What follows belongs to an exercise in optimizing a design on an open flow for small area and a short achievable clock period; a production flow would make more cautious choices.
RTL that was checked went through simulation tests only; none was proved equivalent to the original.
Power and IR drop assume default switching activity. The clock port is modelled as an ideal driver; clocking choices that lean on that would not hold on a real chip.

## kstc_tx
module kstc_tx #(
    parameter MAX_PAYLOAD = 64
) (
    input  wire                     clk,
    input  wire                     rst,
    input  wire                     start,
    output wire                     ready,
    input  wire [7:0]               pri,
    input  wire [15:0]              src,
    input  wire [15:0]              dst,
    input  wire [15:0]              dspec,
    input  wire [63:0]              tid,
    input  wire [6:0]               len,
    input  wire [8*MAX_PAYLOAD-1:0] payload,
    output wire                     tx_valid,
    output wire [7:0]               tx_byte,
    input  wire                     tx_accept,
    output reg                      done,
    output reg                      ok
);
    localparam [7:0]  DELIM    = 8'h9E;
    localparam [7:0]  ESC      = 8'h8E;
    reg [7:0]               r_pri;
    reg [15:0]              r_src;
    reg [15:0]              r_dst;
    reg [15:0]              r_dspec;
    reg [63:0]              r_tid;
    reg [8*MAX_PAYLOAD-1:0] r_payload;
    reg        busy;       
    reg        idle;       
    reg        lden;       
    reg [7:0]  ob;         
    reg        ob_close;   
    reg        pend;       
    reg        pend_b4;    
    reg [7:0]  nb;         
    reg        nb_crc;     
    reg        nb_close;   
    reg        ph_hdr, ph_hcrc, ph_pay, ph_pcrc, ph_close;
    reg [7:0]  hlo;
    reg [3:0]  hhi;
    reg [7:0]  plo;
    reg [7:0]  phi;
    reg        crc_sh;     
    reg [6:0]  rem;        
    reg        zlen;       
    reg [31:0] crc;
    wire [8*28-1:0] hdr = {8'h80, 8'h00, 8'h00, 8'h00, r_tid, 64'd0,
                           r_dspec, r_dst, r_src, r_pri, 8'h00};
    reg [7:0] fetch, grp;
    integer g, l;
    always @* begin
        fetch = 8'h00;
        for (g = 0; g < 4; g = g + 1) begin
            grp = 8'h00;
            for (l = 0; l < 8; l = l + 1)
                grp = grp | (hdr[64*g + 8*l +: 8] & {8{hlo[l]}});
            fetch = fetch | (grp & {8{hhi[g]}});
        end
        for (g = 0; g < MAX_PAYLOAD / 8; g = g + 1) begin
            grp = 8'h00;
            for (l = 0; l < 8; l = l + 1)
  ...
clock: 6.5 ns
lec_check: 0
cap_margin: 20
core_margin: 2
core_utilization: 40
setup_slack_margin: 4.5
slew_margin: 20
standard.sh (not shown) runs the stock make flow with config.mk's settings and CLKGATE_MAP_FILE= SYNTH_SCRIPT=/design/flow/synth_recipe.tcl, a recipe that flattens the netlist after the stock synthesis.
==> flow/flow/run.sh <==
#!/bin/bash
# Standard ORFS layout, except: the port buffers are buf_1 cells rather than
# the delay cells buffer_ports picks by default, and clock tree synthesis
# adds no dummy loads and clusters up to 24 sinks per leaf buffer.
set -euo pipefail
export BUFFER_PORTS_ARGS="-buffer_cell sky130_fd_sc_hd__buf_1"
export CTS_ARGS="-sink_clustering_enable -repair_clock_nets -dont_use_dummy_load -sink_clustering_size 24 -sink_clustering_max_diameter 120"
bash standard.sh > standard_flow.log 2>&1
Rerun with:
--- a/flow/config.mk
+++ b/flow/config.mk
@@ -10,3 +10,3 @@
 export CORE_UTILIZATION = 40
-export SETUP_SLACK_MARGIN = 4.5
+export SETUP_SLACK_MARGIN = 4.7
 export SLEW_MARGIN = 20
Effect: Register-to-register slack gets worse by 0.17 ns. Via count rises by 4.5%. Sequential power stays flat.
Rerun with:
--- a/flow/config.mk
+++ b/flow/config.mk
@@ -10,3 +10,3 @@
 export CORE_UTILIZATION = 40
-export SETUP_SLACK_MARGIN = 4.7
+export SETUP_SLACK_MARGIN = 4.4
 export SLEW_MARGIN = 20
Register-to-register slack gains 0.16 ns.
Clock skew stays flat.
Final cell count shrinks by 2.9%.
Total power shrinks by 5.6%.
Critical path depth does not change.
Fmax stays flat.
Rerun with:
--- a/flow/config.mk
+++ b/flow/config.mk
@@ -10,3 +10,3 @@
 export CORE_UTILIZATION = 40
-export SETUP_SLACK_MARGIN = 4.4
+export SETUP_SLACK_MARGIN = 4.3
 export SLEW_MARGIN = 20
- The new run completed without violations
- synthesized cell count is unchanged
- power came out lower slightly
- sequential power is about the same
- worst setup slack improves by 0.024 ns
- routed wire length came out lower slightly
- clock power is about the same

kstc_tx, a different RTL version from the one above (not shown whole).
Size: ~1500 cells after synthesis, about 710 flip-flops, about 660 I/O pins.
==> flow/config.mk <==
export PLATFORM = sky130hd
export DESIGN_NAME = kstc_tx
export DESIGN_NICKNAME = kstc_tx
export VERILOG_FILES = /design/flow/design.v
export SDC_FILE = /design/flow/constraint.sdc
export NUM_CORES = 4
export LEC_CHECK = 0
export CAP_MARGIN = 20
export CORE_MARGIN = 2
export CORE_UTILIZATION = 40
export SETUP_SLACK_MARGIN = 3.8
export SLEW_MARGIN = 20
==> flow/constraint.sdc <==
create_clock -name core_clock -period 6.5 [get_ports {clk}]
set_input_delay 1.3000 -clock core_clock [delete_from_list [all_inputs] [get_ports {clk}]]
set_output_delay 1.3000 -clock core_clock [all_outputs]
set_load 0.01 [all_outputs]
==> flow/flow/run.sh <==
#!/bin/bash
# Standard ORFS layout, except that the port buffers are buf_1 cells rather
# than the delay cells buffer_ports picks by default.
set -euo pipefail
export BUFFER_PORTS_ARGS="-buffer_cell sky130_fd_sc_hd__buf_1"
bash standard.sh > standard_flow.log 2>&1
Then changed:
SETUP_SLACK_MARGIN = default   (was 3.8)
What happened: Clock-buffer cell count is unchanged. Via count shrinks by 1.6%. Non-clock buffer count shrinks by 15. Routed wire length shrinks by 2.3%. Critical path depth stays the same.
No run of this note included a check of the RTL's function; only the layout flow was run.

05-06:
Another version of the RTL of kstc_tx (not shown whole).
For scale: about 1,700 cells after synthesis, ~710 flip-flops, about 660 I/O pins, roughly 27,000 um2 of cells after synthesis.
export LEC_CHECK = 0
export CAP_MARGIN = 20
export CORE_MARGIN = 2
export CORE_UTILIZATION = 40
export SETUP_SLACK_MARGIN = 3.9
export SLEW_MARGIN = 20
create_clock -name core_clock -period 6.5 [get_ports {clk}]
Scripts as last shown in full above: flow/flow/run.sh
Every stage of the flow completed for 05-06, and the final layout passed the timing, DRC and antenna checks.
### 05-06 -> 10-25
--- a/flow/config.mk
+++ b/flow/config.mk
@@ -10,3 +10,3 @@
 export CORE_UTILIZATION = 40
-export SETUP_SLACK_MARGIN = 3.9
+export SETUP_SLACK_MARGIN = 4.3
 export SLEW_MARGIN = 20
==> run summary <==
10-25 finished end to end and its layout was clean on timing, DRC and antenna.
Comparing the two runs side by side, 10-25 comes out behind 05-06 on total via count in the routed design.
Compared with 05-06, in 10-25 share of post-route cells with drive strength above 1 rose 3.9 points, met1 layer wirelength in the final routing rose 3.5%, cell area after layout rose about 2%.
Function was not checked in any run of this note: the RTL went through the layout flow alone.

Setup of P:
RTL: one of the versions met above, not the one the previous note started from.
Size: roughly 730 flip-flops, ~27,000 um^2 of cells after synthesis.
clock: 6.5 ns
lec_check: 0
cap_margin: 20
core_margin: 2
core_utilization: 40
setup_slack_margin: 3.9
slew_margin: 20
==> flow/flow/run.sh <==
#!/bin/bash
# Standard ORFS layout, except: the port buffers are buf_1 cells rather than
# the delay cells buffer_ports picks by default, and clock tree synthesis
# adds no dummy loads and clusters up to 24 sinks per leaf buffer.
set -euo pipefail
export BUFFER_PORTS_ARGS="-buffer_cell sky130_fd_sc_hd__buf_1"
export CTS_ARGS="-sink_clustering_enable -repair_clock_nets -dont_use_dummy_load -sink_clustering_size 24 -sink_clustering_max_diameter 120"
bash standard.sh > standard_flow.log 2>&1
The flow did not stop early for P: all stages ran, and the layout cleared the timing, DRC and antenna checks.
#### Input delta (Q over P)
==> flow/flow/run.sh <==
#!/bin/bash
# Standard ORFS layout, except: the port buffers are buf_1 cells rather than
# the delay cells buffer_ports picks by default, and clock tree synthesis
# adds no dummy loads and clusters up to 50 sinks per leaf buffer.
set -euo pipefail
export BUFFER_PORTS_ARGS="-buffer_cell sky130_fd_sc_hd__buf_1"
export CTS_ARGS="-sink_clustering_enable -repair_clock_nets -dont_use_dummy_load -sink_clustering_size 50 -sink_clustering_max_diameter 80"
bash standard.sh > standard_flow.log 2>&1
-- flow/config.mk --
<<< P, line 9
export CORE_MARGIN = 2
export CORE_UTILIZATION = 40
export SETUP_SLACK_MARGIN = 3.9
export SLEW_MARGIN = 20
>>> Q, line 9
export CORE_MARGIN = 2
export CORE_UTILIZATION = 60
export SETUP_SLACK_MARGIN = 4.3
export SLEW_MARGIN = 20
--- outcome ---
- Changes observed in Q relative to P: area added between synthesis and finish now larger; part of the power in the clock network moved down.
- Of P and Q, the run reporting the lower overall routed net length was Q.
- Maximum number of pins on one net before global-route repair for Q: 17 up relative to P
- Between P and Q, normalized max-slew margin increased.
- Number of clock buffer instances in the layout (higher): P
- Endpoint of the worst setup timing path: nb[7] -> P, tx_valid -> Q
- Of the two values seen for startpoint-to-endpoint class of the critical path, reg2out was produced by Q and reg2reg by P.
- The lower largest stage delay on the critical path came out of Q.
Setup changes, Q to R
==> flow/flow/run.sh <==
#!/bin/bash
# Standard ORFS layout, except: the port buffers are buf_1 cells rather than
# the delay cells buffer_ports picks by default, and clock tree synthesis
# adds no dummy loads and clusters up to 24 sinks per leaf buffer.
set -euo pipefail
export BUFFER_PORTS_ARGS="-buffer_cell sky130_fd_sc_hd__buf_1"
export CTS_ARGS="-sink_clustering_enable -repair_clock_nets -dont_use_dummy_load -sink_clustering_size 24 -sink_clustering_max_diameter 120"
bash standard.sh > standard_flow.log 2>&1
-- flow/config.mk --
<<< Q, line 9
export CORE_MARGIN = 2
export CORE_UTILIZATION = 60
export SETUP_SLACK_MARGIN = 4.3
export SLEW_MARGIN = 20
>>> R, line 9
export CORE_MARGIN = 2
export CORE_UTILIZATION = 40
export SETUP_SLACK_MARGIN = 4.3
export SLEW_MARGIN = 20
export TNS_END_PERCENT = 10
## What came out
Every stage of the flow completed for R, and the final layout passed the timing, DRC and antenna checks. Maximum frequency (R over Q): decrease, 0.51%. Between R and Q, the transition time at the pin with the least slew margin is lower for R. From Q to R the numbers moved as follows: global-route usage down 11 points; register-to-register slack -0.14 ns; clock buffer count from CTS moved up; maximum fanout along the worst path went up by 14; non-clock buffer total of the final layout did not really move. Q -> R: sequential fraction of the synthesis area delta 0, exact match. R ends up with a floorplan row count that is about 22% higher than in Q. Q vs R, capturing instance or port of the critical path: tx_valid vs nb[2]. [diff] clock period minus final worst setup slack, R relative to Q: regression.

## job 105
kstc_tx, a different RTL version from the one above (not shown whole).
For scale: about 1,600 cells after synthesis, about 720 flip-flops, about 660 I/O pins, ~0.027 mm2 of cells after synthesis.
==> flow/design.v (excerpt) <==
module kstc_tx #(
    parameter MAX_PAYLOAD = 64
) (
    input  wire                     clk,
    input  wire                     rst,
    input  wire                     start,
    output wire                     ready,
    input  wire [7:0]               pri,
    input  wire [15:0]              src,
    input  wire [15:0]              dst,
    input  wire [15:0]              dspec,
    input  wire [63:0]              tid,
    input  wire [6:0]               len,
    input  wire [8*MAX_PAYLOAD-1:0] payload,
    output wire                     tx_valid,
    output wire [7:0]               tx_byte,
    input  wire                     tx_accept,
    output reg                      done,
    output reg                      ok
);
    localparam [7:0]  DELIM    = 8'h9E;
    localparam [7:0]  ESC      = 8'h8E;
    reg [7:0]               r_pri;
    reg [15:0]              r_src;
    reg [15:0]              r_dst;
    reg [15:0]              r_dspec;
    reg [63:0]              r_tid;
    reg [8*MAX_PAYLOAD-1:0] r_payload;
    reg        busy;       
    reg        idle;       
    reg        lden;       
    reg [7:0]  ob;         
    reg        ob_close;   
    reg        pend;       
    reg        pend_b4;    
    reg [7:0]  nb;         
    reg        nb_crc;     
    reg        nb_close;   
    reg        ph_hdr, ph_hcrc, ph_pay, ph_pcrc, ph_close;
    reg [7:0]  klo;
    reg [3:0]  hhi;
    reg [7:0]  phi;
    reg [6:0]  rem;        
    reg        zlen;       
    reg [31:0] crc;
  ...
export LEC_CHECK = 0
export CAP_MARGIN = 20
export CORE_MARGIN = 2
export CORE_UTILIZATION = 40
export SETUP_SLACK_MARGIN = 4.3
export SLEW_MARGIN = 20
create_clock -name core_clock -period 6.5 [get_ports {clk}]
==> flow/flow/run.sh <==
#!/bin/bash
# Standard ORFS layout, except: the port buffers are buf_1 cells rather than
# the delay cells buffer_ports picks by default, and clock tree synthesis
# adds no dummy loads and clusters up to 24 sinks per leaf buffer.
set -euo pipefail
export BUFFER_PORTS_ARGS="-buffer_cell sky130_fd_sc_hd__buf_1"
export CTS_ARGS="-sink_clustering_enable -repair_clock_nets -dont_use_dummy_load -sink_clustering_size 24 -sink_clustering_max_diameter 120"
bash standard.sh > standard_flow.log 2>&1
Job 105 completed every stage of the flow, and the final layout passed the timing, DRC and antenna checks.
--- input diff job 105..job 104 ---
- a change of SETUP_SLACK_MARGIN from 4.3 to 3.9
==> flow/flow/run.sh <==
#!/bin/bash
# Standard ORFS layout, except: the port buffers are buf_1 cells rather than
# the delay cells buffer_ports picks by default, and clock tree synthesis
# adds no dummy loads and clusters up to 30 sinks per leaf buffer.
set -euo pipefail
export BUFFER_PORTS_ARGS="-buffer_cell sky130_fd_sc_hd__buf_1"
export CTS_ARGS="-sink_clustering_enable -repair_clock_nets -dont_use_dummy_load -sink_clustering_size 30 -sink_clustering_max_diameter 150"
bash standard.sh > standard_flow.log 2>&1
==> comparison <==
Of job 104 and job 105, the run reporting the lower power was job 104. Share of power burned in the clock network sits lower in job 104 than in job 105. Run comparison: job 104 slowest library cell on the worst path dfxtp_4; job 105 slowest library cell on the worst path xnor3_2. Going from job 105 to job 104, the signed area change from the synthesized netlist to the final layout was found to have gone down by 6.4 points.
No run of this note included a check of the RTL's function; only the layout flow was run.

job 9089:
Starting RTL as in the previous note.
clock: 6.5 ns
lec_check: 0
cap_margin: 20
core_margin: 2
core_utilization: 40
setup_slack_margin: 3.9
slew_margin: 20
==> flow/flow/run.sh <==
#!/bin/bash
# Standard ORFS layout, except that the port buffers are buf_1 cells rather
# than the delay cells buffer_ports picks by default.
set -euo pipefail
export BUFFER_PORTS_ARGS="-buffer_cell sky130_fd_sc_hd__buf_1"
bash standard.sh > standard_flow.log 2>&1
Job 9089 did not stop at any stage, and its layout met the timing, DRC and antenna checks.
Here is what was changed in the inputs of job 7199 compared with job 9089.
==> flow/flow/run.sh <==
#!/bin/bash
# Standard ORFS layout, except: the port buffers are buf_1 cells rather than
# the delay cells buffer_ports picks by default, and clock tree synthesis
# adds no dummy loads and non-critical gates are downsized after global routing.
set -euo pipefail
export BUFFER_PORTS_ARGS="-buffer_cell sky130_fd_sc_hd__buf_1"
export CTS_ARGS="-sink_clustering_enable -repair_clock_nets -dont_use_dummy_load "
export RECOVER_POWER=100
bash standard.sh > standard_flow.log 2>&1
--- outcome ---
- Complete run, failing final checks: job 7199, reason max-capacitance violations, max-slew violations.
- Compare job 7199 and job 9089 | switching power total lower: job 7199
- Final count of pins violating max slew was higher in the run labelled job 7199.
- Job 7199 vs job 9089 — number of stages on the worst setup path rose 1.
- When job 7199 is set beside job 9089, its antenna diode count turns out to be 1 larger.
- First-pass GRT wire length delta (job 7199 − job 9089): favourable
- Job 9089 reports its worst setup path endpoint as crc[3]$_SDFFE_PP1N_ while job 7199 reports ob[4]$_SDFF_PP1_.
- Switching portion of total power for job 7199 is lower than for job 9089.
- | transition time at the pin with the least slew margin | lower: job 9089 |
- Job 7199 against job 9089: post-DP HPWL did not really move; die footprint did not really move.
## Diff of input files: job 8096 against job 7199
- CTS_BUF_LIST now sky130_fd_sc_hd__clkbuf_4 sky130_fd_sc_hd__clkbuf_8, previously not set
==> flow/flow/run.sh <==
#!/bin/bash
# Standard ORFS layout, except that the port buffers are buf_1 cells rather
# than the delay cells buffer_ports picks by default.
set -euo pipefail
export BUFFER_PORTS_ARGS="-buffer_cell sky130_fd_sc_hd__buf_1"
bash standard.sh > standard_flow.log 2>&1
--- outcome ---
Having completed the whole flow, job 8096 delivered a layout that passed the timing, DRC and antenna checks. Status job 7199: flow complete, layout not clean - max-capacitance violations, max-slew violations. On met1 track demand over resource in global routing, job 8096 tracks job 7199 almost exactly. [compare] base=job 7199 new=job 8096: maximum clock rate increased 140 MHz; share of cell area taken by multi-input logic gates decreased 0.16 points. Any difference in flip-flop and latch count between job 7199 and job 8096 is small enough to ignore. Job 8096 against job 7199: wire length of the first global-routing pass saw an increase, register-to-register slack +1.45 ns.
Function was not checked in any run of this note: the RTL went through the layout flow alone.

==> re-timing with driven ports <==
In the flow no input, the clock included, has a driving cell. The finished layouts below were timed again as built, in two steps.
Step 1, drivers: a clkbuf_16 drives clk and a buf_2 each remaining input, both assumed.
Step 2 moves the port delays by t, midway between the first and last clock arrival at a register: inputs arrive t later, outputs are due t later. That takes back most of the time a late clock gives input paths.
a / b / c = ideal / step 1 / step 2; a / b = the first two.
run	t, ns	setup slack, ns	hold slack, ns	worst slew at a driven data input, ns	cell pins on the clock port's net
the first run of note 1	0.623	4.151 / 4.086 / 4.182	0.503 / 0.503 / 0.503	0.12	1
the second run of note 1	0.637	4.146 / 4.077 / 4.178	0.508 / 0.508 / 0.508	0.12	1
the third run of note 1	0.623	4.153 / 4.087 / 4.185	0.500 / 0.500 / 0.500	0.11	1
the fourth run of note 1	0.621	4.177 / 4.113 / 4.177	0.502 / 0.502 / 0.502	0.13	1
the first run of note 2	0.683	3.820 / 3.820 / 3.820	0.492 / 0.492 / 0.492	0.13	1
the second run of note 2	0.685	2.922 / 2.922 / 2.922	0.494 / 0.494 / 0.494	0.12	1
05-06	0.691	3.844 / 3.844 / 3.844	0.462 / 0.462 / 0.462	0.11	1
10-25	0.700	3.900 / 3.900 / 3.900	0.466 / 0.466 / 0.466	0.10	1
P	0.625	3.958 / 3.958 / 3.958	0.503 / 0.503 / 0.503	0.13	1
Q	0.623	4.153 / 4.092 / 4.196	0.471 / 0.471 / 0.471	0.18	1
R	0.633	4.140 / 4.125 / 4.140	0.475 / 0.475 / 0.475	0.10	1
job 105	0.626	4.140 / 4.090 / 4.140	0.505 / 0.505 / 0.505	0.14	1
job 104	0.669	3.922 / 3.922 / 3.922	0.506 / 0.506 / 0.506	0.13	1
job 9089	0.682	3.983 / 3.964 / 3.983	0.496 / 0.496 / 0.496	0.12	1
job 7199	0.659	2.476 / 2.476 / 2.476	0.488 / 0.488 / 0.488	0.13	1
job 8096	0.782	3.929 / 3.919 / 3.929	0.496 / 0.496 / 0.496	0.13	1
